From an optimization exercise on the open Yosys and OpenROAD flow, aimed at small area and a short achievable clock period; shortcuts taken in it are not production practice.
At most, simulation tests tie the RTL to the original design; equivalence was not proved.
Function not checked in runs 1 and 2: the RTL went through the layout flow alone.
Power and IR drop assume default switching activity.

===== flow/flow/run.sh =====
#!/bin/bash
# Standard layout, with the smallest buffer on every port.
set -euo pipefail
bash standard.sh "BUFFER_PORTS_ARGS=-buffer_cell sky130_fd_sc_hd__buf_1" finish > standard.log 2>&1

===== flow/standard.sh =====
#!/bin/bash
# synth_recipe.tcl (not shown) runs the flow's synth.tcl, then flattens the netlist and writes it again
# the make line also repeats each setting of config.mk as NAME=value (left out here)
make -C /OpenROAD-flow-scripts/flow DESIGN_CONFIG=/design/flow/config.mk WORK_HOME=/design/flow/orfs CLKGATE_MAP_FILE= SYNTH_SCRIPT=/design/flow/synth_recipe.tcl "${@:-finish}"

===== flow/config.mk =====
export PLATFORM = sky130hd
export DESIGN_NAME = intron_rx_framer
export DESIGN_NICKNAME = intron_rx_framer
export VERILOG_FILES = /design/flow/design.v
export SDC_FILE = /design/flow/constraint.sdc
export NUM_CORES = 4
export LEC_CHECK = 0
export ABC_AREA = 0
export CAP_MARGIN = 20
export CORE_MARGIN = 2
export CORE_UTILIZATION = 50
export CTS_BUF_LIST = sky130_fd_sc_hd__clkbuf_16
export CTS_CLUSTER_DIAMETER = 100
export CTS_CLUSTER_SIZE = 30
export PLACE_DENSITY = 0.65
export SETUP_SLACK_MARGIN = 5
export SLEW_MARGIN = 20
export TNS_END_PERCENT = 30

===== flow/constraint.sdc =====
create_clock -name core_clock -period 8.0 [get_ports {clk}]
set_input_delay 1.6000 -clock core_clock [delete_from_list [all_inputs] [get_ports {clk}]]
set_output_delay 1.6000 -clock core_clock [all_outputs]
set_load 0.01 [all_outputs]

===== flow/design.v =====
module rxf_crc32_byte (
    input  wire [31:0] crc_in,
    input  wire [7:0]  data,
    output reg  [31:0] crc_out
);
    integer i;
    always @* begin
        crc_out = crc_in ^ {24'd0, data};
        for (i = 0; i < 8; i = i + 1) begin
            if (crc_out[0])
                crc_out = (crc_out >> 1) ^ 32'hEDB88320;
            else
                crc_out = crc_out >> 1;
        end
    end
endmodule
module intron_rx_framer (
    input  wire         clk,
    input  wire         rst,             
    input  wire         soft_reset,      
    input  wire [47:0]  intron_sess,     
    input  wire         rx_valid,
    input  wire [7:0]   rx_data,
    input  wire         alloc_ok,        
    input  wire         cas_valid,
    input  wire [3:0]   cas_old,
    input  wire [3:0]   cas_new,
    input  wire         activity_clr,    
    input  wire         query_valid,     
    input  wire [7:0]   query_idx,
    input  wire         ap_take,         
    output reg  [3:0]   mode,
    output reg          cas_ok,
    output reg          associated,
    output reg          activity,
    output reg          mac_valid,
    output reg  [47:0]  mac,
    output reg  [7:0]   ap_count,
    output reg          ap_valid,
    output reg  [7:0]   ap_index,
    output reg  [127:0] ap_info,
    output reg          pkt_start,
    output wire [15:0]  pkt_len,
    output reg          pkt_wr,
    output wire [7:0]   pkt_data,
    output reg          pkt_end,
    output reg          pkt_good,
    output reg          evt_valid,
    output reg  [2:0]   evt_code,
    output wire [7:0]   evt_type,
    output wire [15:0]  evt_size
);
    localparam [7:0]  INTRON0 = 8'h55;
    localparam [7:0]  INTRON1 = 8'h4E;
    localparam [3:0] M_WAIT_INIT      = 4'd1;
    localparam [3:0] M_NEED_AP        = 4'd2;
    localparam [3:0] M_CONNECTING_AP  = 4'd3;
    localparam [3:0] M_RUNNING        = 4'd4;
    reg  [3:0]   pos;        
    reg          pay;        
    reg          fixd;       
    reg          strm;       
    reg  [15:0]  cnt;        
    reg  [31:0]  crc;
    reg  [31:0]  rcrc;       
    reg          ka_flag;    
    reg  [7:0]   rtype;
    reg  [7:0]   rvar;
    reg  [119:0] fbuf;       
    reg          lq_valid;
    reg  [7:0]   lq_idx;
    assign pkt_len  = cnt;
    assign evt_size = cnt;
    assign evt_type = rtype;
    assign pkt_data = fbuf[7:0];
    wire        seek, hdr, hend, hp_crc_ok, hp0, hp1, hp_size, hp_sig;
    wire [7:0]  ipos1h;
    wire [3:0]  pos_inc;
    wire [15:0] sk0s, sk1s, cnt_dec;
    wire        size_zero, plast;
    wire [7:0]  cmp_byte;
    wire [31:0] crc_in;
    wire [23:0] ck_tab;
    wire        e_fill, e_mac, e_dev, e_cnt, e_link_pkt, e_link_ka;
    wire        e_chk_pay, e_chk_ka, e_oos, e_evt_hdr;
    wire [2:0]  e_code;
    wire        e_pstart, e_strm, e_fix_next, e_pay_next;
    wire        m_is1, m_is23, v_nz;
    wire [3:0]  m_dev;
    rxf_early u_early (
        .pos(pos), .pay(pay), .fixd(fixd), .strm(strm), .cnt(cnt),
        .crc(crc), .rcrc(rcrc), .rtype(rtype), .rvar(rvar),
        .lq_valid(lq_valid), .lq_idx(lq_idx), .mode(mode),
        .seek(seek), .hdr(hdr), .hend(hend), .hp_crc_ok(hp_crc_ok),
        .hp0(hp0), .hp1(hp1), .hp_size(hp_size), .hp_sig(hp_sig),
        .ipos1h(ipos1h), .pos_inc(pos_inc),
        .sk0s(sk0s), .sk1s(sk1s), .cnt_dec(cnt_dec),
        .size_zero(size_zero), .plast(plast),
        .ka_flag(ka_flag),
        .cmp_byte(cmp_byte), .crc_in(crc_in), .ck_tab(ck_tab),
        .e_fill(e_fill), .e_mac(e_mac), .e_dev(e_dev), .e_cnt(e_cnt),
        .e_link_pkt(e_link_pkt), .e_link_ka(e_link_ka),
        .e_chk_pay(e_chk_pay), .e_chk_ka(e_chk_ka), .e_oos(e_oos),
        .e_evt_hdr(e_evt_hdr), .e_code(e_code),
        .e_pstart(e_pstart), .e_strm(e_strm),
        .e_fix_next(e_fix_next), .e_pay_next(e_pay_next),
        .m_is1(m_is1), .m_is23(m_is23), .v_nz(v_nz), .m_dev(m_dev)
    );
    wire take = rx_valid & ~soft_reset;
    wire [7:0] eq_sess;
    assign eq_sess[0] = (rx_data == INTRON0);
    assign eq_sess[1] = (rx_data == INTRON1);
    assign eq_sess[2] = (rx_data == intron_sess[7:0]);
    assign eq_sess[3] = (rx_data == intron_sess[15:8]);
    assign eq_sess[4] = (rx_data == intron_sess[23:16]);
    assign eq_sess[5] = (rx_data == intron_sess[31:24]);
    assign eq_sess[6] = (rx_data == intron_sess[39:32]);
    assign eq_sess[7] = (rx_data == intron_sess[47:40]);
    wire hit  = |(eq_sess & ipos1h);
    wire is55 = eq_sess[0];
    wire byte_ok  = (rx_data == cmp_byte);
    wire [31:0] crc_step = {8'd0, crc_in[31:8]} ^ rxf_tab(crc_in[7:0] ^ rx_data);
    function [7:0] tinv;
        input [7:0] a;
        begin
            tinv[0] = a[0] ^ a[1] ^ a[3] ^ a[5] ^ a[7];
            tinv[1] = a[1] ^ a[2] ^ a[4] ^ a[6];
            tinv[2] = a[2] ^ a[3] ^ a[5] ^ a[7];
            tinv[3] = a[3] ^ a[4] ^ a[6];
            tinv[4] = a[4] ^ a[5] ^ a[7];
            tinv[5] = a[5] ^ a[6];
            tinv[6] = a[0] ^ a[1] ^ a[3] ^ a[5] ^ a[6];
            tinv[7] = a[1] ^ a[2] ^ a[4] ^ a[6] ^ a[7];
        end
    endfunction
    function [31:0] rxf_tab;
        input [7:0] i;
        integer k;
        begin
            rxf_tab = {24'd0, i};
            for (k = 0; k < 8; k = k + 1)
                rxf_tab = rxf_tab[0] ? ((rxf_tab >> 1) ^ 32'hEDB88320) : (rxf_tab >> 1);
        end
    endfunction
    wire fill     = take & e_fill & byte_ok;
    wire mac_ld   = take & e_mac & byte_ok;
    wire dev_ok   = take & e_dev & byte_ok;
    wire cnt_ok   = take & e_cnt & byte_ok;
    wire link_ok  = take & (e_link_pkt | e_link_ka) & byte_ok;
    wire       cas_hit = cas_valid & ~soft_reset & (mode == cas_old);
    wire       c_is1   = (cas_new == M_WAIT_INIT);
    wire       c_is23  = (cas_new == M_NEED_AP) | (cas_new == M_CONNECTING_AP);
    wire       is1     = cas_hit ? c_is1  : m_is1;
    wire       is23    = cas_hit ? c_is23 : m_is23;
    wire [3:0] mode_c  = cas_hit ? cas_new : mode;
    wire [3:0] mode_n  = soft_reset              ? M_WAIT_INIT :
                         (dev_ok & is1)          ? m_dev :
                         (link_ok & v_nz & is23) ? M_RUNNING : mode_c;
    wire evt_n = take & (
        (e_oos & hit) |
        e_evt_hdr |
        ((e_chk_ka | e_chk_pay) & ~byte_ok));
    always @(posedge clk) begin
        if (rst | soft_reset) begin
            pos <= 4'd0;
            pay <= 1'b0;
            cnt <= 16'd0;
        end else if (rx_valid) begin
            if (seek) begin
                if (hit)
                    pos <= pos_inc;
                else begin
                    pos <= {3'd0, is55};
                    cnt <= is55 ? sk0s : sk1s;
                end
            end else if (hdr) begin
                pos <= pos_inc;
                if (hp_size)
                    cnt <= {cnt[7:0], rx_data};
                if (hend)
                    pay <= e_pay_next;
            end else begin
                cnt <= cnt_dec;
                if (plast)
                    pay <= 1'b0;
            end
        end
    end
    always @(posedge clk) begin
        if (rx_valid & hend) begin
            fixd <= e_fix_next;
            strm <= e_strm & alloc_ok;
        end
    end
    always @(posedge clk) begin
        if (rx_valid) begin
            if (hp0)    rtype <= rx_data;
            if (hp1)    rvar  <= rx_data;
            if (hp_sig) begin
                case (pos[1:0])
                    2'd0: rcrc[31:24] <= tinv(~rx_data);
                    2'd1: rcrc[23:16] <= ~rx_data ^ ck_tab[23:16];
                    2'd2: rcrc[15:8]  <= ~rx_data ^ ck_tab[15:8];
                    default: rcrc[7:0] <= ~rx_data ^ ck_tab[7:0];
                endcase
                ka_flag <= byte_ok & (ka_flag | (pos[1:0] == 2'd0));
            end
            if (seek | hp_crc_ok)
                crc <= crc_step;
        end
    end
    always @(posedge clk) begin
        if (rx_valid)
            fbuf <= {fbuf[111:0], rx_data};
    end
    always @(posedge clk) begin
        if (rst) begin
            mode       <= M_WAIT_INIT;
            cas_ok     <= 1'b0;
            associated <= 1'b0;
            activity   <= 1'b0;
            mac_valid  <= 1'b0;
            ap_count   <= 8'd0;
            ap_valid   <= 1'b0;
            lq_valid   <= 1'b0;
            pkt_start  <= 1'b0;
            pkt_wr     <= 1'b0;
            pkt_end    <= 1'b0;
            evt_valid  <= 1'b0;
        end else begin
            mode       <= mode_n;
            cas_ok     <= cas_hit;
            if (soft_reset)
                associated <= 1'b0;
            else if (link_ok)
                associated <= v_nz;
            activity   <= (activity & ~activity_clr) | link_ok;
            if (mac_ld)
                mac_valid <= 1'b1;
            if (cnt_ok)
                ap_count <= rx_data;
            ap_valid   <= fill | (ap_valid & ~ap_take);
            if (query_valid)
                lq_valid <= 1'b1;
            pkt_start  <= take & e_pstart & alloc_ok;
            pkt_wr     <= take & e_strm & pay;
            pkt_end    <= pay & e_strm & (soft_reset | (rx_valid & plast));
            evt_valid  <= evt_n;
        end
    end
    always @(posedge clk) begin
        if (query_valid)
            lq_idx <= query_idx;
        if (mac_ld)
            mac <= {fbuf[39:0], rx_data};
        if (fill) begin
            ap_index <= rvar;
            ap_info  <= {fbuf[119:0], rx_data};
        end
        pkt_good <= ~soft_reset & byte_ok & e_chk_pay;
        evt_code <= e_code;
    end
endmodule
module rxf_early (
    input  wire [3:0]  pos,
    input  wire        pay,
    input  wire        fixd,
    input  wire        strm,
    input  wire [15:0] cnt,
    input  wire [31:0] crc,
    input  wire [31:0] rcrc,
    input  wire [7:0]  rtype,
    input  wire [7:0]  rvar,
    input  wire        lq_valid,
    input  wire [7:0]  lq_idx,
    input  wire [3:0]  mode,
    input  wire        ka_flag,
    output wire        seek,         
    output wire        hdr,          
    output wire        hend,         
    output wire        hp_crc_ok,    
    output wire        hp0,          
    output wire        hp1,          
    output wire        hp_size,      
    output wire        hp_sig,       
    output wire [7:0]  ipos1h,       
    output wire [3:0]  pos_inc,
    output wire [15:0] sk0s,         
    output wire [15:0] sk1s,         
    output wire [15:0] cnt_dec,
    output wire        size_zero,
    output wire        plast,        
    output wire [7:0]  cmp_byte,     
    output wire [31:0] crc_in,       
    output wire [23:0] ck_tab,       
    output wire        e_fill,       
    output wire        e_mac,        
    output wire        e_dev,        
    output wire        e_cnt,        
    output wire        e_link_pkt,   
    output wire        e_link_ka,    
    output wire        e_chk_pay,    
    output wire        e_chk_ka,     
    output wire        e_oos,        
    output wire        e_evt_hdr,    
    output wire [2:0]  e_code,       
    output wire        e_pstart,     
    output wire        e_strm,       
    output wire        e_fix_next,
    output wire        e_pay_next,
    output wire        m_is1,        
    output wire        m_is23,       
    output wire        v_nz,         
    output wire [3:0]  m_dev         
);
    localparam [7:0] T_DEVICE_INFO   = 8'h00;
    localparam [7:0] T_PACKET        = 8'h02;
    localparam [7:0] T_SCAN_AP_COUNT = 8'h06;
    localparam [7:0] T_SCAN_AP_INFO  = 8'h07;
    localparam [7:0] T_INVALID       = 8'h08;
    localparam [7:0] SUPPORTED_VERSION = 8'h0B;
    localparam [2:0] E_CRC_MISMATCH   = 3'd1;
    localparam [2:0] E_OUT_OF_SYNC    = 3'd2;
    localparam [2:0] E_LENGTH_ERROR   = 3'd3;
    localparam [2:0] E_UNKNOWN_TYPE   = 3'd4;
    localparam [2:0] E_PROTOCOL_ERROR = 3'd5;
    assign seek = ~pay & ~pos[3];
    assign hdr  = ~pay &  pos[3];
    assign hend = hdr & (pos[2:0] == 3'd7);
    assign hp_crc_ok = pay | (hdr & ~pos[2]);
    assign hp0     = hdr & (pos[2:0] == 3'd0);
    assign hp1     = hdr & (pos[2:0] == 3'd1);
    assign hp_size = hdr & (pos[2:1] == 2'b01);
    assign hp_sig  = hdr & pos[2];
    genvar g;
    generate
        for (g = 0; g < 8; g = g + 1) begin : g_ipos
            assign ipos1h[g] = (pos[2:0] == g);
        end
    endgenerate
    assign pos_inc = pos + 4'd1;
    wire [3:0]  lo0    = {1'b0, cnt[2:0]} + {1'b0, pos[2:0]};
    wire [3:0]  lo1    = {1'b0, cnt[2:0]} + {1'b0, pos[2:0]} + 4'd1;
    wire [12:0] hi_inc = cnt[15:3] + 13'd1;
    wire        hi_max = &cnt[15:3];
    assign sk0s = ~lo0[3] ? {cnt[15:3], lo0[2:0]} :
                  hi_max  ? 16'hFFFF : {hi_inc, lo0[2:0]};
    assign sk1s = ~lo1[3] ? {cnt[15:3], lo1[2:0]} :
                  hi_max  ? 16'hFFFF : {hi_inc, lo1[2:0]};
    assign cnt_dec = cnt - 16'd1;
    assign size_zero = (cnt == 16'd0);
    assign plast     = (cnt == 16'd1);
    function [31:0] rxf_tab;
        input [7:0] i;
        integer k;
        begin
            rxf_tab = {24'd0, i};
            for (k = 0; k < 8; k = k + 1)
                rxf_tab = rxf_tab[0] ? ((rxf_tab >> 1) ^ 32'hEDB88320) : (rxf_tab >> 1);
        end
    endfunction
    wire [31:0] tab_i = rxf_tab(rcrc[31:24]);
    assign ck_tab = tab_i[23:0];
    wire ck_rest = (crc[31:8] == rcrc[23:0]);
    localparam [31:0] CRC_55 = 32'h36FCB509;
    assign crc_in = (seek & (pos[2:1] == 2'b00)) ? (pos[0] ? CRC_55 : 32'hFFFFFFFF) : crc;
    reg [7:0] ka_byte;
    always @* begin
        case (pos[1:0])
            2'd0: ka_byte = ~crc[31:24];
            2'd1: ka_byte = ~crc[23:16];
            2'd2: ka_byte = ~crc[15:8];
            default: ka_byte = ~crc[7:0];
        endcase
    end
    assign cmp_byte = pay ? (rcrc[31:24] ^ crc[7:0]) : ka_byte;
    wire t_dev  = (rtype == T_DEVICE_INFO);
    wire t_pkt  = (rtype == T_PACKET);
    wire t_cnt  = (rtype == T_SCAN_AP_COUNT);
    wire t_info = (rtype == T_SCAN_AP_INFO);
    wire t_inv  = (rtype == T_INVALID);
    wire t_fix  = t_dev | t_cnt | t_info;
    wire len_ok = (t_dev  & (cnt == 16'd6)) |
                  (t_cnt  & (cnt == 16'd1)) |
                  (t_info & (cnt == 16'd16));
    wire ver_ok = (rvar == SUPPORTED_VERSION);
    assign v_nz = (rvar != 8'd0);
    wire fix_last = pay & fixd & plast;
    wire pkt_last = pay & strm & plast;
    wire ka_end   = hend & t_pkt & size_zero;
    assign e_fill     = fix_last & ck_rest & t_info & lq_valid & (rvar == lq_idx);
    assign e_mac      = fix_last & ck_rest & t_dev & ver_ok;
    assign e_dev      = fix_last & ck_rest & t_dev;
    assign e_cnt      = fix_last & ck_rest & t_cnt;
    assign e_link_pkt = pkt_last & ck_rest;
    assign e_link_ka  = ka_end & ka_flag;
    assign e_chk_pay = pay & (fixd | strm) & plast & ck_rest;
    assign e_chk_ka  = ka_end & ka_flag;
    assign e_oos     = seek & (pos[2:0] == 3'd7) & ~size_zero;
    assign e_evt_hdr = (hend & (t_inv | (t_fix & ~len_ok) | ~(t_pkt | t_fix))) |
                       (ka_end & ~ka_flag) |
                       (pay & (fixd | strm) & plast & ~ck_rest);
    assign e_code = seek  ? E_OUT_OF_SYNC :
                    ~hend ? E_CRC_MISMATCH :
                    t_inv ? E_PROTOCOL_ERROR :
                    t_pkt ? E_CRC_MISMATCH :
                    t_fix ? E_LENGTH_ERROR : E_UNKNOWN_TYPE;
    assign e_pstart   = hend & t_pkt & ~size_zero;
    assign e_strm     = pay ? strm : t_pkt;
    assign e_fix_next = t_fix & len_ok;
    assign e_pay_next = ~size_zero;
    assign m_is1  = (mode == 4'd1);
    assign m_is23 = (mode == 4'd2) | (mode == 4'd3);
    assign m_dev  = ver_ok ? 4'd2 : 4'd6;
endmodule

==> impl_metrics.yaml, run 1 <==
run_status:
  status: "finished clean"
clock_network:
  clkLatencyLatePin_ns: 0.54
  cts_buffer_depth: 3
  cts.clk_slew.worst_paths_ns: 0.12
  htreeDepth: 1
  cts_sinks: 442
  cts_tree: "done"
  cts_made_buffers: 19
  root_buffer: "clkbuf_16"
detailed_routing:
  drc: 0
  routed_wl_mm: 51.5
  drt_iter0_drc: 961
  firstDrtPassIters: 5
  vias_per_cell: 5.47
  vias: 12100
  ant_nets: 0
  wl_per_cell_um: 23.2
synthesis:
  dominantRegCellSynth: "edfxtp_1"
  syn_inst: 1304
  synth_area_per_cell_sq_um: 14.5
  yosys_warnings: 2
  yosysUniqueCellTypes: 81
  synth_top_area_share: 0.626
  synthTopCellsByArea: "edfxtp_1, xnor2_1, dfxtp_1, xor2_1, ha_1"
  synth-edff-count: 395
  syn_area_sq_um: 19000
  ys_seq_area_frac: 0.675
  yosysTopAreaCell: "edfxtp_1"
  ys_ff_latch: 442
  ys_async_sr_fraction: 0
sta:
  fin_crit_ns: 3.50
  fin_setup_tns_ns: 0
  rsz0062_at_grt: "yes"
  max_slew_margin: 0.287
  setup_viol: 0
  clock_skew_ns: 0.0275
  worst_pin_slew_ns: 1.07
  hold_violations: 0
  post-route-period-util: 0.438
  setup_slack_ns: 4.50
  max_freq_ghz: 0.285
  finalMaxSlewViolations: 0
finish:
  area_growth_pct: 22.4
  fin_cells: 2218
  finalInstanceArea_sq_um: 23200
  drive_above_1_share: 0.147
  nets: 1797
worst_setup_path:
  startpoint_type: "input pin"
  arrival_ns: 3.98
  critPathCaptureType: "register"
  critPathRequiredTime_ns: 8.48
  critPathMaxFanout: 24
  critPathKind: "in2reg"
pwr:
  pwr_density_cell_nw_per_um2: 184
  ir_drop_mv: 0.138
  power_leakage_nw: 7.83
floorplanning:
  io_pins: 338
  coreArea_sq_um: 37500
  die_height_um: 199
  initial_utilization: 0.506
  row_count: 71
  dieWidth_um: 199
  fp.dieArea_sq_um: 39500
global_routing:
  grt_usage: 0.249
  grt_pass1_wl_mm: 71.9
  grt_antenna_before_repair: 1
  overflow: 0
  grt_pass1_vias: 11200
  grt_start_max_net_pins: 84
placement:
  dp_slack_ns: 3.08
  hpwl_mm: 32.7
  finalWeightedCongestion: 0.892
  numPortBuffers: 337
  dp.cells: 2076
  postPlaceCellArea_sq_um: 20400
min_path:
  hp-class: "reg2reg"
flow_run:
  max_cap_viol_count: 0
-- per-stage QoR --
stage / hold slack [ns] / power, mW / util
floorplan: 0.400 / 2.93 / -
global placement: 0.401 / 3.04 / 0.544
detailed placement: 0.405 / 3.05 / 0.544
CTS: 0.431 / 4.24 / 0.600
global route: 0.441 / 4.39 / 0.619
finish: 0.429 / 4.26 / 0.619
-- worst max-delay path: stages --
cell	delay [ns]
clkbuf_2	0.12
buf_12	0.23
xor2_1	0.20
nor3_2	0.08
nand4_1	0.19
o41ai_2	0.11
or4_4	0.58
or3_4	0.40
a221o_1	0.35
a21oi_1	0.12
-- cell usage in the layout (no fill, tap or decap), types with 13 or more instances in the layout --
cell type / netlist / layout
ha_1: 23 / 19
a21oi_1: 35 / 32
mux2i_1: 18 / 18
nand4_1: 21 / 21
edfxtp_1: 395 / 395
nand3_1: 29 / 25
o21ai_0: 27 / 23
clkbuf_16: 0 / 28
nand2_1: 50 / 48
inv_1: 34 / 42
buf_4: 26 / 62
dfxtp_1: 47 / 42
a211oi_1: 15 / 13
nor2_1: 69 / 63
xnor2_1: 188 / 178
xor2_1: 68 / 63
nor3_1: 18 / 13
buf_16: 0 / 16
nor2b_1: 22 / 21
buf_1: 2 / 328
buf_12: 1 / 18
-- repair_timing --
action	CTS	global route
pin swaps	18	33
setup buffers	46	34
resized for setup	121	66
hold buffers	0	0
setup endpoints to repair	278	255
gates cloned	22	4
-- routing by layer --
layer,routed length [um],up-vias,global-route usage
met3,4480,86,0.0497
met2,24800,571,0.400
met4,1640,0,0.0818
met5,0,-,0
met1,20500,5980,0.340
li1,-,5493,-
-- area by class of cell --
| type | count | area, sq um |
|---|---|---|
| timing repair buffer | 458 | 3120 |
| antenna | 2 | 5.00 |
| multi-input combinational | 735 | 5890 |
| clock buffer | 19 | 475 |
| inverter | 36 | 145 |
| sequential | 442 | 12800 |
| clock inverter | 15 | 114 |
| fill | 2896 | 14300 |
| tap | 511 | 639 |
-- where the power goes --
part | internal, mW | switching, mW
combinational | 0.195 | 0.210
sequential | 2.60 | 0.0787
clock | 0.485 | 0.693
total | 3.28 | 0.982
-- flip-flops by register name (all words and copies together) (netlist names), 3 cells and up --
signal and count:
mode 4, rvar 8, mac 48, ap_count 8, ap_index 8, cnt 16
crc 32, lq_idx 8, evt_code 3, rcrc 32, rtype 8, fbuf 120
pos 4, ap_info 128
-- final timing paths --
path / startpoint / end / slack [ns] / cells past startpoint
hold reg to reg: fbuf[114] / ap_info[122] / 0.43 / 0
setup / recovery: rx_data[7] / cnt[15] / 4.50 / 10
setup reg to reg: pos[0] / ap_info[2] / 4.62 / 14
hold / removal: fbuf[114] / ap_info[122] / 0.43 / 0
-- cell usage after synthesis, types with 4 or more instances --
master	n
nor3_1	18
nand2b_1	6
nand3_1	29
a211oi_1	15
xor2_1	68
inv_1	34
a31oi_1	8
ha_1	23
buf_6	16
nor2b_1	22
o21a_1	4
buf_4	26
clkbuf_1	38
edfxtp_1	395
nor2_1	69
nand4_1	21
o21ai_0	27
a21oi_1	35
or2_2	4
or4_1	4
nor4_1	14
a22oi_1	5
nand2_1	50
nor3b_1	6
xnor2_1	188
and2_1	8
dfxtp_1	47
a221oi_1	5
mux2i_1	18
clkbuf_8	5
a222oi_1	4
and3_1	9
a2111oi_0	6
-- cells by family after synthesis --
logic type | count (synthesis) | share of synthesized area
AO/OA/AOI/OAI | 148 | 0.0542
XOR/XNOR | 261 | 0.124
adder cells (fa/ha/maj) | 24 | 0.0162
buffers and inverters | 127 | 0.0403
flip-flops | 442 | 0.675
multiplexers | 18 | 0.00950
AND/OR/NAND/NOR | 284 | 0.0810
==> inputs of run 2 (changes only) <==
--- a/flow/design.v
+++ b/flow/design.v
@@ -56,6 +56,7 @@
     localparam [3:0] M_NEED_AP        = 4'd2;
     localparam [3:0] M_CONNECTING_AP  = 4'd3;
     localparam [3:0] M_RUNNING        = 4'd4;
+    localparam [31:0] CRC_55 = 32'h36FCB509;
     reg  [3:0]   pos;        
     reg          pay;        
     reg          fixd;       
@@ -76,10 +77,8 @@
     wire        seek, hdr, hend, hp_crc_ok, hp0, hp1, hp_size, hp_sig;
     wire [7:0]  ipos1h;
     wire [3:0]  pos_inc;
-    wire [15:0] sk0s, sk1s, cnt_dec;
     wire        size_zero, plast;
     wire [7:0]  cmp_byte;
-    wire [31:0] crc_in;
     wire [23:0] ck_tab;
     wire        e_fill, e_mac, e_dev, e_cnt, e_link_pkt, e_link_ka;
     wire        e_chk_pay, e_chk_ka, e_oos, e_evt_hdr;
@@ -94,10 +93,9 @@
         .seek(seek), .hdr(hdr), .hend(hend), .hp_crc_ok(hp_crc_ok),
         .hp0(hp0), .hp1(hp1), .hp_size(hp_size), .hp_sig(hp_sig),
         .ipos1h(ipos1h), .pos_inc(pos_inc),
-        .sk0s(sk0s), .sk1s(sk1s), .cnt_dec(cnt_dec),
         .size_zero(size_zero), .plast(plast),
         .ka_flag(ka_flag),
-        .cmp_byte(cmp_byte), .crc_in(crc_in), .ck_tab(ck_tab),
+        .cmp_byte(cmp_byte), .ck_tab(ck_tab),
         .e_fill(e_fill), .e_mac(e_mac), .e_dev(e_dev), .e_cnt(e_cnt),
         .e_link_pkt(e_link_pkt), .e_link_ka(e_link_ka),
         .e_chk_pay(e_chk_pay), .e_chk_ka(e_chk_ka), .e_oos(e_oos),
@@ -106,6 +104,15 @@
         .e_fix_next(e_fix_next), .e_pay_next(e_pay_next),
         .m_is1(m_is1), .m_is23(m_is23), .v_nz(v_nz), .m_dev(m_dev)
     );
+    wire [3:0]  lo0    = {1'b0, cnt[2:0]} + {1'b0, pos[2:0]};
+    wire [3:0]  lo1    = {1'b0, cnt[2:0]} + {1'b0, pos[2:0]} + 4'd1;
+    wire [12:0] hi_inc = cnt[15:3] + 13'd1;
+    wire        hi_max = &cnt[15:3];
+    wire [15:0] sk0s = ~lo0[3] ? {cnt[15:3], lo0[2:0]} :
+                  hi_max  ? 16'hFFFF : {hi_inc, lo0[2:0]};
+    wire [15:0] sk1s = ~lo1[3] ? {cnt[15:3], lo1[2:0]} :
+                  hi_max  ? 16'hFFFF : {hi_inc, lo1[2:0]};
+    wire [15:0] cnt_dec = cnt - 16'd1;
     wire take = rx_valid & ~soft_reset;
     wire [7:0] eq_sess;
     assign eq_sess[0] = (rx_data == INTRON0);
@@ -117,9 +124,10 @@
     assign eq_sess[6] = (rx_data == intron_sess[39:32]);
     assign eq_sess[7] = (rx_data == intron_sess[47:40]);
     wire hit  = |(eq_sess & ipos1h);
+    wire hit1 = |(eq_sess[7:1] & ipos1h[7:1]);     
     wire is55 = eq_sess[0];
     wire byte_ok  = (rx_data == cmp_byte);
-    wire [31:0] crc_step = {8'd0, crc_in[31:8]} ^ rxf_tab(crc_in[7:0] ^ rx_data);
+    wire [31:0] crc_step = {8'd0, crc[31:8]} ^ rxf_tab(crc[7:0] ^ rx_data);
     function [7:0] tinv;
         input [7:0] a;
         begin
@@ -205,7 +213,9 @@
                 endcase
                 ka_flag <= byte_ok & (ka_flag | (pos[1:0] == 2'd0));
             end
-            if (seek | hp_crc_ok)
+            if (seek)
+                crc <= hit1 ? crc_step : CRC_55;
+            else if (hp_crc_ok)
                 crc <= crc_step;
         end
     end
@@ -285,13 +295,9 @@
     output wire        hp_sig,       
     output wire [7:0]  ipos1h,       
     output wire [3:0]  pos_inc,
-    output wire [15:0] sk0s,         
-    output wire [15:0] sk1s,         
-    output wire [15:0] cnt_dec,
     output wire        size_zero,
     output wire        plast,        
     output wire [7:0]  cmp_byte,     
-    output wire [31:0] crc_in,       
     output wire [23:0] ck_tab,       
     output wire        e_fill,       
     output wire        e_mac,        
@@ -339,15 +345,6 @@
         end
     endgenerate
     assign pos_inc = pos + 4'd1;
-    wire [3:0]  lo0    = {1'b0, cnt[2:0]} + {1'b0, pos[2:0]};
-    wire [3:0]  lo1    = {1'b0, cnt[2:0]} + {1'b0, pos[2:0]} + 4'd1;
-    wire [12:0] hi_inc = cnt[15:3] + 13'd1;
-    wire        hi_max = &cnt[15:3];
-    assign sk0s = ~lo0[3] ? {cnt[15:3], lo0[2:0]} :
-                  hi_max  ? 16'hFFFF : {hi_inc, lo0[2:0]};
-    assign sk1s = ~lo1[3] ? {cnt[15:3], lo1[2:0]} :
-                  hi_max  ? 16'hFFFF : {hi_inc, lo1[2:0]};
-    assign cnt_dec = cnt - 16'd1;
     assign size_zero = (cnt == 16'd0);
     assign plast     = (cnt == 16'd1);
     function [31:0] rxf_tab;
@@ -362,8 +359,6 @@
     wire [31:0] tab_i = rxf_tab(rcrc[31:24]);
     assign ck_tab = tab_i[23:0];
     wire ck_rest = (crc[31:8] == rcrc[23:0]);
-    localparam [31:0] CRC_55 = 32'h36FCB509;
-    assign crc_in = (seek & (pos[2:1] == 2'b00)) ? (pos[0] ? CRC_55 : 32'hFFFFFFFF) : crc;
     reg [7:0] ka_byte;
     always @* begin
         case (pos[1:0])
--- a/flow/config.mk
+++ b/flow/config.mk
@@ -5,7 +5,7 @@
 export SDC_FILE = /design/flow/constraint.sdc
 export NUM_CORES = 4
 export LEC_CHECK = 0
-export ABC_AREA = 0
+export ABC_AREA = 1
 export CAP_MARGIN = 20
 export CORE_MARGIN = 2
 export CORE_UTILIZATION = 50
@@ -15,4 +15,5 @@
 export PLACE_DENSITY = 0.65
 export SETUP_SLACK_MARGIN = 5
 export SLEW_MARGIN = 20
-export TNS_END_PERCENT = 30
+export SYNTH_HIERARCHICAL = 1
+export SYNTH_MINIMUM_KEEP_SIZE = 0
==> run 2 against run 1 <==
Still clean on timing, DRC and antenna. Synthesized area rose by 3.7%. Worst hold slack improved by 0.0017 ns. Routed wire length rose by 1.3%. Total power fell by 2.8%. Clock-buffer cell count rose by 2. Fmax rose by 15%. Utilization fell by 0.24 points. Synthesized cell count rose by 33%. Critical path depth rose by 6. Via count rose by 15%. Largest cell class unchanged.
==> impl_metrics.yaml, run 2 <==
run_status:
  status: "finished clean"
detailed_routing:
  firstDrtPassIters: 5
  vias: 13900
  routed_wl_mm: 52.1
  drt_iter0_drc: 1089
  ant_nets: 0
  vias_per_cell: 5.23
  wl_per_cell_um: 19.6
  drc: 0
finish:
  fillers: 3125
  finalInstanceArea_sq_um: 23900
  area_growth_pct: 21.4
  reg_top3: "ap_info x128, fbuf x120, mac x48"
  drive_above_1_share: 0.129
  finalCoreUtilization: 0.617
  diodes: 0
  largest_reg_flops: 128
  mostFrequentLayoutCell: "edfxtp_1"
  final_cell_mix: "edfxtp_1, nand2_1, buf_1"
  nets: 2233
  top_register: "ap_info"
sta:
  fin_setup_tns_ns: 0
  rsz0062_at_grt: "yes"
  worst_pin_slew_ns: 1.10
  clock_skew_ns: 0.0344
  fin_crit_ns: 3.05
  max_slew_margin: 0.268
  holdWs_ns: 0.430
  hold_violations: 0
  setup_viol: 0
  finalMaxSlewViolations: 0
  max_freq_ghz: 0.328
  post-route-period-util: 0.381
global_routing:
  grt_pass1_vias: 12800
  overflow: 0
  grt_start_max_net_pins: 60
  grt_pass1_wl_mm: 76.6
  grt_usage: 0.247
  grt_antenna_before_repair: 0
floorplanning:
  die_height_um: 202
  row_count: 72
  fp.dieArea_sq_um: 40900
  dieWidth_um: 202
  io_pins: 338
  coreArea_sq_um: 38700
  initial_utilization: 0.508
pwr:
  switching_share: 0.225
  pwr-share-comb: 0.084
  netSwitchingPower_uw: 932
  pwr_density_cell_nw_per_um2: 173
  power_leakage_nw: 8.92
  ir_drop_mv: 0.142
  intPower_mw: 3.21
  total_power_mw: 4.14
  pwr-share-seq: 0.626
  clkPwrFrac: 0.290
synthesis:
  yosysTopAreaCell: "edfxtp_1"
  synth_top_area_share: 0.603
  synth-edff-count: 395
  syn_inst: 1740
  synthTopCellsByCount: "edfxtp_1, nand2_1, nor2_1"
  ys_async_sr_fraction: 0
  ys_ff_latch: 442
  synthTopCellsByArea: "edfxtp_1, nand2_1, dfxtp_1, nor2_1, xnor2_1"
  ys_seq_area_frac: 0.651
  dominantRegCellSynth: "edfxtp_1"
  synth_most_common_cell: "edfxtp_1"
  syn_area_sq_um: 19700
  yosys_warnings: 8
  synth_area_per_cell_sq_um: 11.3
  yosysUniqueCellTypes: 53
clock_network:
  cts_tree: "done"
  ctsHoldBuffers: 0
  root_buffer: "clkbuf_16"
  cts.clk_slew.worst_paths_ns: 0.10
  clkLatencyLatePin_ns: 0.55
  cts_sinks: 442
  cts_buffer_depth: 3
  htreeDepth: 1
  cts_made_buffers: 20
worst_setup_path:
  startpoint_type: "input pin"
  critPathKind: "in2reg"
  critPathCaptureType: "register"
  critPathMaxFanout: 5
  critPathRequiredTime_ns: 8.26
  arrival_ns: 3.30
placement:
  postPlaceCellArea_sq_um: 21400
  finalWeightedCongestion: 0.893
  numPortBuffers: 337
  hpwl_mm: 35.0
min_path:
  hp-class: "reg2reg"
flow_run:
  max_cap_viol_count: 0
## run 2: cell types whose count changed in the layout (fill, tap and decap cells not counted), sizes merged, moves of 21 or more
cell	delta
nor2b	-21
nand2	+307
buf	-21
inv	+146
o21ai	+26
nor2	+141
nand3	+53
xnor2	-99
## run 2: logic make-up after synthesis
| kind of cell | synth area share |
|---|---|
| adder cells (fa/ha/maj) | 0.0137 |
| flip-flops | 0.651 |
| AO/OA/AOI/OAI | 0.0365 |
| other | 0.000382 |
| buffers and inverters | 0.0610 |
| AND/OR/NAND/NOR | 0.153 |
| XOR/XNOR | 0.0850 |
## run 2: worst paths after layout
check | end | depth (start not counted) | startpoint | slack [ns]
max | ap_info[125] | 16 | rx_data[4] | 4.95
min reg2reg | ap_info[126] | 0 | fbuf[118] | 0.43
max reg2reg | ap_info[125] | 21 | pos[0] | 5.01
min | ap_info[126] | 0 | fbuf[118] | 0.43
## run 2: metrics by stage
step	worst slack, ns	instances
after floorplan	3.17	1741
after global placement	3.54	2538
after detailed placement	3.56	2539
after CTS	5.01	2625
after global routing	4.86	2658
final	4.95	2658
## run 2: critical path, cell delays in order
cell and delay, ns:
clkbuf_4 0.14, buf_12 0.13, inv_2 0.07, nand2_1 0.06, nand4_1 0.11, nor2_2 0.13
nand2_2 0.09, inv_2 0.09, nand3_4 0.09, inv_4 0.09, nand2_4 0.05, clkinvlp_4 0.08
buf_12 0.11, buf_12 0.14, buf_12 0.14, clkbuf_16 0.13
## run 2: cell type report
cell class	instances	area [sq um]	share of cell area
Sequential cell	442	12800	0.537
Multi-Input combinational cell	1041	6270	0.262
Timing Repair Buffer	434	2730	0.114
Inverter	192	788	0.0330
Tap cell	518	648	0.0271
Clock buffer	21	526	0.0220
Clock inverter	10	103	0.00430
## run 2: power groups by stage
stage | clock network, mW | registers, mW | logic, mW
6_report | 1.20 | 2.59 | 0.348
5_1_grt | 1.30 | 2.60 | 0.378
4_1_cts | 1.23 | 2.59 | 0.320
3_5_place_dp | 0 | 2.65 | 0.281
3_3_place_gp | 0 | 2.64 | 0.278
2_1_floorplan | 0 | 2.63 | 0.207
## run 2: modules after synthesis (local to each module, per instance)
module            times used  cell area [sq um]  cells
intron_rx_framer           1              17800   1386
rxf_early                  1               1890    354
## run 2: per-layer routing
metal  wire, um  share of wire  track usage
met1      22000           0.42        0.344
met2      24800           0.48        0.407
met3       3840          0.074       0.0329
met4       1540          0.029       0.0730
met5          0              0            0
## run 2: repair_timing
item | 4_1_cts | 5_1_grt
endpoints found under the hold margin | 0 | 0
resized for setup | 99 | 100
endpoints found under the setup margin | 315 | 251
pin swaps | 12 | 35
setup buffers | 42 | 25
cloned | 13 | 8
==> inputs of run 3 (changes only) <==
--- a/flow/design.v
+++ b/flow/design.v
@@ -77,6 +77,7 @@
     wire        seek, hdr, hend, hp_crc_ok, hp0, hp1, hp_size, hp_sig;
     wire [7:0]  ipos1h;
     wire [3:0]  pos_inc;
+    wire [15:0] sk0s, sk1s, cnt_dec;
     wire        size_zero, plast;
     wire [7:0]  cmp_byte;
     wire [23:0] ck_tab;
@@ -93,6 +94,7 @@
         .seek(seek), .hdr(hdr), .hend(hend), .hp_crc_ok(hp_crc_ok),
         .hp0(hp0), .hp1(hp1), .hp_size(hp_size), .hp_sig(hp_sig),
         .ipos1h(ipos1h), .pos_inc(pos_inc),
+        .sk0s(sk0s), .sk1s(sk1s), .cnt_dec(cnt_dec),
         .size_zero(size_zero), .plast(plast),
         .ka_flag(ka_flag),
         .cmp_byte(cmp_byte), .ck_tab(ck_tab),
@@ -104,28 +106,18 @@
         .e_fix_next(e_fix_next), .e_pay_next(e_pay_next),
         .m_is1(m_is1), .m_is23(m_is23), .v_nz(v_nz), .m_dev(m_dev)
     );
-    wire [3:0]  lo0    = {1'b0, cnt[2:0]} + {1'b0, pos[2:0]};
-    wire [3:0]  lo1    = {1'b0, cnt[2:0]} + {1'b0, pos[2:0]} + 4'd1;
-    wire [12:0] hi_inc = cnt[15:3] + 13'd1;
-    wire        hi_max = &cnt[15:3];
-    wire [15:0] sk0s = ~lo0[3] ? {cnt[15:3], lo0[2:0]} :
-                  hi_max  ? 16'hFFFF : {hi_inc, lo0[2:0]};
-    wire [15:0] sk1s = ~lo1[3] ? {cnt[15:3], lo1[2:0]} :
-                  hi_max  ? 16'hFFFF : {hi_inc, lo1[2:0]};
-    wire [15:0] cnt_dec = cnt - 16'd1;
     wire take = rx_valid & ~soft_reset;
-    wire [7:0] eq_sess;
-    assign eq_sess[0] = (rx_data == INTRON0);
-    assign eq_sess[1] = (rx_data == INTRON1);
-    assign eq_sess[2] = (rx_data == intron_sess[7:0]);
-    assign eq_sess[3] = (rx_data == intron_sess[15:8]);
-    assign eq_sess[4] = (rx_data == intron_sess[23:16]);
-    assign eq_sess[5] = (rx_data == intron_sess[31:24]);
-    assign eq_sess[6] = (rx_data == intron_sess[39:32]);
-    assign eq_sess[7] = (rx_data == intron_sess[47:40]);
-    wire hit  = |(eq_sess & ipos1h);
-    wire hit1 = |(eq_sess[7:1] & ipos1h[7:1]);     
-    wire is55 = eq_sess[0];
+    wire [63:0] intron_all = {intron_sess, INTRON1, INTRON0};
+    reg  [7:0]  iexp;
+    integer k;
+    always @* begin
+        iexp = 8'd0;
+        for (k = 0; k < 8; k = k + 1)
+            iexp = iexp | ({8{ipos1h[k]}} & intron_all[8*k +: 8]);
+    end
+    wire hit  = (rx_data == iexp);
+    wire is55 = (rx_data == INTRON0);
+    wire hit1 = hit & ~ipos1h[0];                
     wire byte_ok  = (rx_data == cmp_byte);
     wire [31:0] crc_step = {8'd0, crc[31:8]} ^ rxf_tab(crc[7:0] ^ rx_data);
     function [7:0] tinv;
@@ -295,6 +287,9 @@
     output wire        hp_sig,       
     output wire [7:0]  ipos1h,       
     output wire [3:0]  pos_inc,
+    output wire [15:0] sk0s,         
+    output wire [15:0] sk1s,         
+    output wire [15:0] cnt_dec,
     output wire        size_zero,
     output wire        plast,        
     output wire [7:0]  cmp_byte,     
@@ -345,6 +340,15 @@
         end
     endgenerate
     assign pos_inc = pos + 4'd1;
+    wire [3:0]  lo0    = {1'b0, cnt[2:0]} + {1'b0, pos[2:0]};
+    wire [3:0]  lo1    = {1'b0, cnt[2:0]} + {1'b0, pos[2:0]} + 4'd1;
+    wire [12:0] hi_inc = cnt[15:3] + 13'd1;
+    wire        hi_max = &cnt[15:3];
+    assign sk0s = ~lo0[3] ? {cnt[15:3], lo0[2:0]} :
+                  hi_max  ? 16'hFFFF : {hi_inc, lo0[2:0]};
+    assign sk1s = ~lo1[3] ? {cnt[15:3], lo1[2:0]} :
+                  hi_max  ? 16'hFFFF : {hi_inc, lo1[2:0]};
+    assign cnt_dec = cnt - 16'd1;
     assign size_zero = (cnt == 16'd0);
     assign plast     = (cnt == 16'd1);
     function [31:0] rxf_tab;
==> run 3 against run 2 <==
Final area down 3.3%. Global-route usage down 1.1 points. Clock-buffer cell count down 2. Utilization down 2.0 points. Fmax up 3.0%. Sequential share of layout area up 1.8 points. Cell count down 1.7%. Routed wire length down 2.9%. Synthesized cell count down 0.57%. First-iteration DRC count up 18%. Worst hold slack about the same.
==> impl_metrics.yaml, run 3 <==
placement:
  finalWeightedCongestion: 0.965
  numPortBuffers: 337
  postPlaceCellArea_sq_um: 21300
  hpwl_mm: 34.7
synthesis:
  synth_mux_area_frac: 0
  synth_top_family_by_area: "simple AND/OR/NAND/NOR gates"
  syn_inst: 1730
  synthSimpleGateAreaFrac: 0.140
  synth_top_area_share: 0.603
  ys_ff_latch: 442
  synth-compound-area-share: 0.0534
  dominantRegCellSynth: "edfxtp_1"
  yosys_warnings: 8
  syn_area_sq_um: 19700
  synth_xor_area_frac: 0.0793
  synth_area_per_cell_sq_um: 11.4
  synth_fa_ha_area_frac: 0.0131
  ys_async_sr_fraction: 0
  synth_most_common_cell: "edfxtp_1"
  synthTopCellsByCount: "edfxtp_1, nand2_1, inv_1"
  synth-edff-count: 395
  yosysTopAreaCell: "edfxtp_1"
  ys_seq_area_frac: 0.651
  synthTopCellsByArea: "edfxtp_1, nand2_1, dfxtp_1, inv_1, xor2_1"
  yosysUniqueCellTypes: 47
finish:
  mostFrequentLayoutCell: "edfxtp_1"
  top_register: "ap_info"
  nets: 2191
  reg_top3: "ap_info x128, fbuf x120, mac x48"
  finalInstanceArea_sq_um: 23100
  fillers: 3208
  multi_input_area_sq_um: 6010
  drive_above_1_share: 0.112
  largest_reg_flops: 128
  finalCoreUtilization: 0.597
  diodes: 0
  final_cell_mix: "edfxtp_1, nand2_1, buf_1"
  seqCellArea_sq_um: 12800
  area_growth_pct: 17.5
sta:
  hold_violations: 0
  worst_pin_slew_ns: 0.983
  finalMaxSlewViolations: 0
  fin_crit_ns: 2.96
  max_freq_ghz: 0.338
  clock_skew_ns: 0.0269
  fin_setup_tns_ns: 0
  max_slew_margin: 0.343
  setup_viol: 0
  holdWs_ns: 0.430
  post-route-period-util: 0.370
  rsz0062_at_grt: "yes"
detailed_routing:
  vias: 13700
  wl_met2_mm: 24.1
  maxUsedRoutingLayer: "met4"
  met1Wirelength_mm: 21.3
  wl_per_cell_um: 19.4
  routed_wl_mm: 50.7
  wl_met3_mm: 4.03
  firstDrtPassIters: 5
  drc: 0
  ant_nets: 0
  vias_per_cell: 5.25
  drt_iter0_drc: 1285
floorplanning:
  row_count: 72
  die_height_um: 202
  initial_utilization: 0.507
  coreArea_sq_um: 38700
  io_pins: 338
  fp.dieArea_sq_um: 40900
  dieWidth_um: 202
worst_setup_path:
  cp_cell_sequence: "buf_6 -> buf_12 -> buf_8 -> buf_4 -> or2_1 -> nand2_2 -> or2_4 -> nand2_8 -> xnor2_4 -> nand2_2 -> nand3b_1 -> nand3_1"
  cp_common_cell: "nand2_2"
  worst-path-buf-inv: 4
  crit_cells: 12
  slowest_stage: "xnor2_4"
  critPathKind: "in2reg"
  critPathCaptureType: "register"
  reg2reg_depth: 15
  slowest_delay_ns: 0.27
  timing.rr.end: "cnt[6]"
  reg2reg_slack_ns: 5.12
  critPathRequiredTime_ns: 8.28
  arrival_ns: 3.24
  cp_top_family: "simple AND/OR/NAND/NOR gates"
  critPathMaxFanout: 9
  startpoint_type: "input pin"
  reg2reg_from: "pos[0]"
pwr:
  pwr-share-seq: 0.653
  ir_drop_mv: 0.115
  pwr_density_cell_nw_per_um2: 172
  power_leakage_nw: 8.51
  pwr-share-comb: 0.066
  clkPwrFrac: 0.282
  switching_share: 0.217
  intPower_mw: 3.11
  total_power_mw: 3.97
  netSwitchingPower_uw: 862
global_routing:
  grt_start_max_net_pins: 74
  grt_antenna_before_repair: 0
  grt_usage: 0.236
  overflow: 0
  grt_pass1_wl_mm: 74.1
  grt_pass1_vias: 12600
min_path:
  hp-class: "reg2reg"
  whs_endpoint: "ap_info[122]"
  min_from: "fbuf[114]"
  holdPathStages: 0
clock_network:
  clkLatencyLatePin_ns: 0.54
  cts_made_buffers: 19
  cts_tree: "done"
  ctsHoldBuffers: 0
  cts_buffer_depth: 3
  cts.clk_slew.worst_paths_ns: 0.10
  htreeDepth: 1
  cts_sinks: 442
  root_buffer: "clkbuf_16"
flow_run:
  max_cap_viol_count: 0
run_status:
  status: "finished clean"
## run 3: cells by family (layout without fill, tap and decap cells)
logic type	after synthesis	in the layout
and+or+nand+nor	642	644
DFF	442	442
buffers and inverters	271	634
AOI/OAI and AO/OA	193	193
xor gates and xnor gates	160	160
adders and majority gates	20	20
other	2	3
## run 3: power by group through the flow
stage	clock [mW]	sequential (mW)	combinational [mW]
floorplan	0	2.63	0.161
global placement	0	2.64	0.221
detailed placement	0	2.65	0.224
CTS	1.15	2.59	0.243
global route	1.22	2.60	0.284
finish	1.12	2.59	0.261
## run 3: worst max path at each step
stage	start	endpoint	slack, ns
floorplan	rx_data[4]	ap_index[0]	3.27
global placement	rx_data[2]	ap_info[116]	3.08
detailed placement	rx_data[2]	ap_info[124]	2.99
CTS	rx_valid	rcrc[6]	4.98
global route	pos[0]	cnt[12]	4.91
finish	rx_data[7]	crc[20]	5.04
## run 3: routing by layer
layer / track usage / up-vias
li1: - / 6482
met1: 0.335 / 6513
met2: 0.391 / 637
met3: 0.0285 / 80
met4: 0.0571 / 0
met5: 0 / -
## run 3: area by class of cell
class / instances / share of cell area
multi-input cells: 1020 / 0.260
repair inverters: 2 / 0.000650
clock buffers: 19 / 0.0206
inverters: 193 / 0.0333
clock inverters: 8 / 0.00292
repair buffers: 412 / 0.0991
well taps: 518 / 0.0280
flip-flops and latches: 442 / 0.555
## run 3: per-stage QoR
| step | std cells | worst slack (ns) |
|---|---|---|
| floorplan | 1731 | 3.27 |
| global placement | 2522 | 3.08 |
| detailed placement | 2522 | 2.99 |
| CTS | 2584 | 4.98 |
| global route | 2614 | 4.91 |
| finish | 2614 | 5.04 |
## run 3: what timing repair did
item,in CTS,in global routing
cloned,7,5
pin swaps,3,19
setup buffers,28,25
setup endpoints to repair,361,342
gates resized for setup,86,84
## run 3: modules after synthesis, one instance, submodules excluded
module,cell area (sq um),times used,cells inside,flops+latches
intron_rx_framer,16700,1,1171,442
rxf_early,3000,1,559,0
==> inputs of run 4 (changes only) <==
--- a/flow/config.mk
+++ b/flow/config.mk
@@ -11,7 +11,7 @@
 export CORE_UTILIZATION = 50
 export CTS_BUF_LIST = sky130_fd_sc_hd__clkbuf_16
 export CTS_CLUSTER_DIAMETER = 100
-export CTS_CLUSTER_SIZE = 30
+export CTS_CLUSTER_SIZE = 26
 export PLACE_DENSITY = 0.65
 export SETUP_SLACK_MARGIN = 5
 export SLEW_MARGIN = 20
==> run 4 against run 3 <==
Still clean. Worst hold slack got worse by 0.00075 ns. Fmax decreased by 0.13%. Final area increased by 0.22%. Clock-buffer cell count up 4. Via count fell by 0.56%. Clock power is 11% higher. Flip-flop and latch count unchanged. Critical path depth grew 2.
==> impl_metrics.yaml, run 4 <==
run_status:
  status: "finished clean"
detailed_routing:
  vias: 13600
  drc: 0
  vias_per_cell: 5.22
  firstDrtPassIters: 5
  wl_per_cell_um: 19.3
  ant_nets: 0
  drt_iter0_drc: 1148
  routed_wl_mm: 50.4
synthesis:
  synth_mux_area_frac: 0
  synth_xor_area_frac: 0.0793
  synth_fa_ha_area_frac: 0.0131
  synth_top_area_share: 0.603
  yosysUniqueCellTypes: 47
  synth_top_family_by_area: "simple AND/OR/NAND/NOR gates"
  synthTopCellsByCount: "edfxtp_1, nand2_1, inv_1"
  syn_area_sq_um: 19700
  synth_most_common_cell: "edfxtp_1"
  ys_ff_latch: 442
  synth-edff-count: 395
  yosys_warnings: 8
  yosysTopAreaCell: "edfxtp_1"
  synth_area_per_cell_sq_um: 11.4
  syn_inst: 1730
  synthSimpleGateAreaFrac: 0.140
  ys_async_sr_fraction: 0
  dominantRegCellSynth: "edfxtp_1"
  ys_seq_area_frac: 0.651
  synth-compound-area-share: 0.0534
  synthTopCellsByArea: "edfxtp_1, nand2_1, dfxtp_1, inv_1, xor2_1"
worst_setup_path:
  critPathCaptureType: "register"
  cp_cell_sequence: "buf_1 -> buf_12 -> buf_4 -> nand2_1 -> nand4_1 -> nor2_2 -> nand2_2 -> inv_2 -> nand2_4 -> inv_4 -> nand2_4 -> clkinvlp_4 -> clkbuf_16 -> clkbuf_16"
  critPathMaxFanout: 11
  slowest_stage: "clkbuf_16"
  startpoint_type: "input pin"
  critPathKind: "in2reg"
  slowest_delay_ns: 0.19
  arrival_ns: 3.24
  critPathRequiredTime_ns: 8.27
clock_network:
  root_buffer: "clkbuf_16"
  cts_sinks: 442
  htreeDepth: 1
  cts_tree: "done"
  cts.clk_slew.worst_paths_ns: 0.09
  clkLatencyLatePin_ns: 0.56
  cts_buffer_depth: 3
  cts_made_buffers: 22
floorplanning:
  coreArea_sq_um: 38700
  row_count: 72
  initial_utilization: 0.507
  fp.dieArea_sq_um: 40900
  io_pins: 338
  dieWidth_um: 202
  die_height_um: 202
pwr:
  pwr_density_cell_nw_per_um2: 177
  ir_drop_mv: 0.177
  power_leakage_nw: 8.53
finish:
  top_register: "ap_info"
  area_growth_pct: 17.8
  drive_above_1_share: 0.108
  diodes: 0
  finalInstanceArea_sq_um: 23200
  final_cell_mix: "edfxtp_1, nand2_1, buf_1"
  nets: 2187
  mostFrequentLayoutCell: "edfxtp_1"
  largest_reg_flops: 128
  fillers: 3221
  reg_top3: "ap_info x128, fbuf x120, mac x48"
min_path:
  hp-class: "reg2reg"
placement:
  finalWeightedCongestion: 0.965
  postPlaceCellArea_sq_um: 21300
  hpwl_mm: 34.7
  dp_slack_ns: 2.99
  numPortBuffers: 337
global_routing:
  use_met1: 0.334
  grt_pass1_vias: 12500
  grt_antenna_before_repair: 0
  grt_usage: 0.235
  overflow: 0
  grt_util_met3: 0.0285
  gr-max-usage-layer: "met2"
  grt_pass1_wl_mm: 73.5
  grt_start_max_net_pins: 74
  grtUsageMet2: 0.388
sta:
  max_slew_margin: 0.331
  setup_slack_ns: 5.04
  setup_viol: 0
  worst_pin_slew_ns: 1.00
  hold_violations: 0
  post-route-period-util: 0.370
  clock_skew_ns: 0.0186
  rsz0062_at_grt: "yes"
  finalMaxSlewViolations: 0
  max_freq_ghz: 0.338
  fin_setup_tns_ns: 0
  fin_crit_ns: 2.96
flow_run:
  max_cap_viol_count: 0
==> run 4: kinds of logic after synthesis <==
group / count (synthesis)
compound gates: 193
simple gates: 642
other cells: 2
buf+inv: 271
xor+xnor: 160
flops: 442
fa+ha+maj: 20
==> run 4: final timing paths <==
check / to / from / depth (start not counted) / slack, ns
max reg2reg: cnt[2] / cnt[2] / 14 / 5.12
min reg2reg: ap_info[121] / fbuf[113] / 0 / 0.43
min: ap_info[121] / fbuf[113] / 0 / 0.43
max: ap_info[122] / rx_data[7] / 14 / 5.04
==> run 4: per-module statistics from Yosys, one instance, submodules excluded <==
module	area (sq um)	flip-flops and latches
rxf_early	3000	0
intron_rx_framer	16700	442
==> run 4: area by class of cell <==
| type | count | area (sq um) | area share |
|---|---|---|---|
| Clock buffer | 23 | 576 | 0.0249 |
| Timing Repair inverter | 2 | 15.0 | 0.000648 |
| Clock inverter | 11 | 81.3 | 0.00351 |
| Sequential cell | 442 | 12800 | 0.554 |
| Timing Repair Buffer | 407 | 2270 | 0.0980 |
| Inverter | 193 | 762 | 0.0329 |
| Multi-Input combinational cell | 1018 | 5980 | 0.258 |
| Tap cell | 518 | 648 | 0.0280 |
==> run 4: power by group <==
group	switching, mW	internal, mW	total (mW)
clock	0.708	0.536	1.24
combinational	0.154	0.103	0.257
sequential	0.0331	2.56	2.59
==> run 4: per-stage QoR <==
step | power, mW | instances | hold slack [ns] | util
6_report | 4.09 | 2614 | 0.430 | 0.598
5_1_grt | 4.23 | 2614 | 0.436 | 0.598
4_1_cts | 4.10 | 2573 | 0.430 | 0.578
3_5_place_dp | 2.87 | 2522 | 0.407 | 0.549
3_3_place_gp | 2.87 | 2522 | 0.402 | 0.549
2_1_floorplan | 2.79 | 1731 | 0.400 | -
==> run 4: routing by layer <==
layer / vias to the layer above / share of wire / wire, um
li1: 6469 / - / -
met1: 6482 / 0.42 / 21200
met2: 602 / 0.48 / 24000
met3: 82 / 0.077 / 3880
met4: 0 / 0.026 / 1300
met5: - / 0 / 0
==> run 4: what timing repair did <==
action	CTS	global route
buffers inserted	12	30
hold buffers	0	0
resized for setup	81	64
endpoints found under the setup margin	366	339
pin swaps	2	13
cloned	5	11
==> run 4: critical path: cells and delay by family <==
family	cells	cell delay [ns]
buf+inv	8	1.08
simple gates	6	0.55
==> inputs of run 5 (changes only) <==
--- a/flow/config.mk
+++ b/flow/config.mk
@@ -11,9 +11,8 @@
 export CORE_UTILIZATION = 50
 export CTS_BUF_LIST = sky130_fd_sc_hd__clkbuf_16
 export CTS_CLUSTER_DIAMETER = 100
-export CTS_CLUSTER_SIZE = 26
+export CTS_CLUSTER_SIZE = 30
 export PLACE_DENSITY = 0.65
 export SETUP_SLACK_MARGIN = 5
 export SLEW_MARGIN = 20
-export SYNTH_HIERARCHICAL = 1
-export SYNTH_MINIMUM_KEEP_SIZE = 0
+export TNS_END_PERCENT = 30
==> run 5 against run 4 <==
Clock-buffer cell count fell by 2. Largest cell class unchanged. Sequential power barely moved. Critical path depth fell by 1.
==> impl_metrics.yaml, run 5 <==
pwr:
  netSwitchingPower_uw: 896
  clkPwrFrac: 0.298
  ir_drop_mv: 0.138
  intPower_mw: 3.17
  power_leakage_nw: 8.05
  pwr_density_cell_nw_per_um2: 185
  total_power_mw: 4.06
  pwr-share-comb: 0.065
  switching_share: 0.220
  pwr-share-seq: 0.637
synthesis:
  ys_async_sr_fraction: 0
  yosys_warnings: 2
  synth_area_per_cell_sq_um: 12.2
  yosysTopAreaCell: "edfxtp_1"
  ys_seq_area_frac: 0.687
  dominantRegCellSynth: "edfxtp_1"
  yosysUniqueCellTypes: 46
  synthTopCellsByCount: "edfxtp_1, nand2_1, nor2_1"
  synth_top_area_share: 0.636
  ys_ff_latch: 442
  syn_inst: 1529
  syn_area_sq_um: 18600
  synthTopCellsByArea: "edfxtp_1, nand2_1, dfxtp_1, xor2_1, xnor2_1"
  synth_most_common_cell: "edfxtp_1"
  synth-edff-count: 395
finish:
  largest_reg_flops: 128
  area_growth_pct: 17.6
  finalCoreUtilization: 0.597
  drive_above_1_share: 0.0913
  top_register: "ap_info"
  final_cell_mix: "edfxtp_1, buf_1, nand2_1"
  fin_cells: 2374
  diodes: 0
  reg_top3: "ap_info x128, fbuf x120, mac x48"
  fillers: 3002
  mostFrequentLayoutCell: "edfxtp_1"
  nets: 1994
sta:
  fin_crit_ns: 3.02
  fin_setup_tns_ns: 0
  max_freq_ghz: 0.331
  finalMaxSlewViolations: 0
  hold_violations: 0
  clock_skew_ns: 0.0275
  max_slew_margin: 0.381
  setup_viol: 0
  rsz0062_at_grt: "yes"
  worst_pin_slew_ns: 0.925
  post-route-period-util: 0.378
detailed_routing:
  drt_iter0_drc: 1196
  drc: 0
  vias_per_cell: 5.30
  ant_nets: 0
  firstDrtPassIters: 5
  vias: 12600
  wl_per_cell_um: 20.2
  routed_wl_mm: 48.0
placement:
  finalWeightedCongestion: 0.931
  numPortBuffers: 337
  hpwl_mm: 33.3
  dp.cells: 2290
floorplanning:
  io_pins: 338
  coreArea_sq_um: 36700
  row_count: 70
  fp.dieArea_sq_um: 38800
  dieWidth_um: 197
  die_height_um: 197
  initial_utilization: 0.508
global_routing:
  grt_pass1_vias: 11500
  grt_pass1_wl_mm: 68.7
  grt_start_max_net_pins: 65
  overflow: 0
  grt_antenna_before_repair: 0
  grt_usage: 0.234
clock_network:
  ctsHoldBuffers: 0
  cts_buffer_depth: 3
  cts_tree: "done"
  htreeDepth: 1
  cts.clk_slew.worst_paths_ns: 0.11
  root_buffer: "clkbuf_16"
  clkLatencyLatePin_ns: 0.54
  cts_made_buffers: 20
  cts_sinks: 442
worst_setup_path:
  reg2reg_depth: 15
  arrival_ns: 3.50
  reg2reg_slack_ns: 5.06
  reg2reg_from: "pos[0]"
  critPathMaxFanout: 8
  timing.rr.end: "ap_info[109]"
  critPathRequiredTime_ns: 8.48
  critPathCaptureType: "register"
  critPathKind: "in2reg"
  startpoint_type: "input pin"
min_path:
  holdPathStages: 0
  min_from: "fbuf[117]"
  hp-class: "reg2reg"
  whs_endpoint: "ap_info[125]"
run_status:
  status: "finished clean"
flow_run:
  max_cap_viol_count: 0
-- run 5: worst max-delay path, stage by stage --
cell      delay, ns
buf_1          0.13
buf_12         0.17
inv_6          0.05
ha_1           0.18
nand4_1        0.15
inv_1          0.10
o21ai_1        0.25
nand2_2        0.18
inv_4          0.17
nand2_1        0.12
o211ai_1       0.20
nor2_1         0.09
nor2_1         0.10
-- run 5: routing by layer --
metal	up-vias	global-route usage	wire (um)
met1	5999	0.339	20800
met5	-	0	0
met3	67	0.0340	3780
met2	596	0.376	22300
li1	5923	-	-
met4	0	0.0574	1220
-- run 5: power by group through the flow --
stage          Sequential [mW]  Combinational (mW)  Clock, mW
3_3_place_gp              2.64               0.226          0
6_report                  2.59               0.264       1.21
4_1_cts                   2.59               0.234       1.24
2_1_floorplan             2.63               0.158          0
5_1_grt                   2.60               0.285       1.31
3_5_place_dp              2.64               0.226          0
-- run 5: logic make-up (layout without fill, tap and decap cells) --
| family | Yosys count | count (layout) | synth area share |
|---|---|---|---|
| flip-flops | 442 | 442 | 0.687 |
| XOR/XNOR | 165 | 165 | 0.0820 |
| adder cells (fa/ha/maj) | 21 | 21 | 0.0145 |
| AO/OA/AOI/OAI | 155 | 156 | 0.0449 |
| AND/OR/NAND/NOR | 542 | 543 | 0.123 |
| buffers and inverters | 204 | 579 | 0.0488 |
-- run 5: what timing repair did --
item	CTS	global route
pin swaps	3	12
resized for setup	39	68
buffers inserted	6	30
setup endpoints to repair	336	318
gates cloned	5	7
-- run 5: cell type report --
class / instances / area (sq um) / area share
repair buffers: 397 / 2080 / 0.0948
clock inverters: 15 / 116 / 0.00531
clock buffers: 21 / 526 / 0.0240
well taps: 468 / 586 / 0.0267
inverters: 145 / 587 / 0.0268
repair inverters: 1 / 6.26 / 0.000286
flip-flops and latches: 442 / 12800 / 0.585
multi-input cells: 885 / 5200 / 0.237
-- run 5: worst max-delay path by stage --
stage	from	endpoint	slack [ns]	cells past startpoint
6_report	rx_data[1]	cnt[6]	4.98	13
5_1_grt	soft_reset	mode[2]	4.88	13
4_1_cts	rx_data[4]	crc[20]	4.91	9
3_5_place_dp	rx_valid	ap_info[6]	4.02	10
3_3_place_gp	rx_data[3]	cnt[6]	4.06	13
2_1_floorplan	rx_data[5]	ap_index[0]	3.44	9
-- run 5: stage by stage --
step / worst slack, ns / hold WS [ns] / cell area [sq um]
floorplan: 3.44 / 0.400 / 18800
global placement: 4.06 / 0.401 / 20300
detailed placement: 4.02 / 0.405 / 20300
CTS: 4.91 / 0.431 / 21300
global route: 4.88 / 0.442 / 21900
finish: 4.98 / 0.428 / 21900

[static timing again, ports no longer ideal]
How much do the figures lean on ideal ports? The routed layouts below were timed once more, with nothing changed but the port constraints.
Step 1: set_driving_cell puts a clkbuf_16 on clk and a buf_2 on each other input, an assumption about the parent block.
Step 2 adds t to the input delays and takes it off the output delays; t is the mean of the earliest and latest rising clock arrival at the registers after step 1. Input paths then give back, and output paths get back, about the clock's delay inside the block.
Slacks: ideal / step 1 / step 2; pairs: ideal / step 1.
run | shift t [ns] | setup WS [ns] | worst setup path at the end | worst register clock-pin slew, ns
run 1 | 0.589 | 4.497 / 4.424 / 3.835 | input to register | 0.12 / 0.12
run 2 | 0.599 | 4.953 / 4.944 / 4.346 | input to register | 0.12 / 0.12
run 3 | 0.583 | 5.041 / 5.003 / 4.476 | input to register | 0.12 / 0.12
run 4 | 0.607 | 5.037 / 5.038 / 4.432 | input to register | 0.10 / 0.10
run 5 | 0.585 | 4.977 / 5.006 / 4.421 | input to register | 0.12 / 0.12
After both steps every run listed still meets setup and hold. For run 1, which loses most, drivers alone change the setup slack by -0.073 ns; drivers and shift together by -0.662 ns.
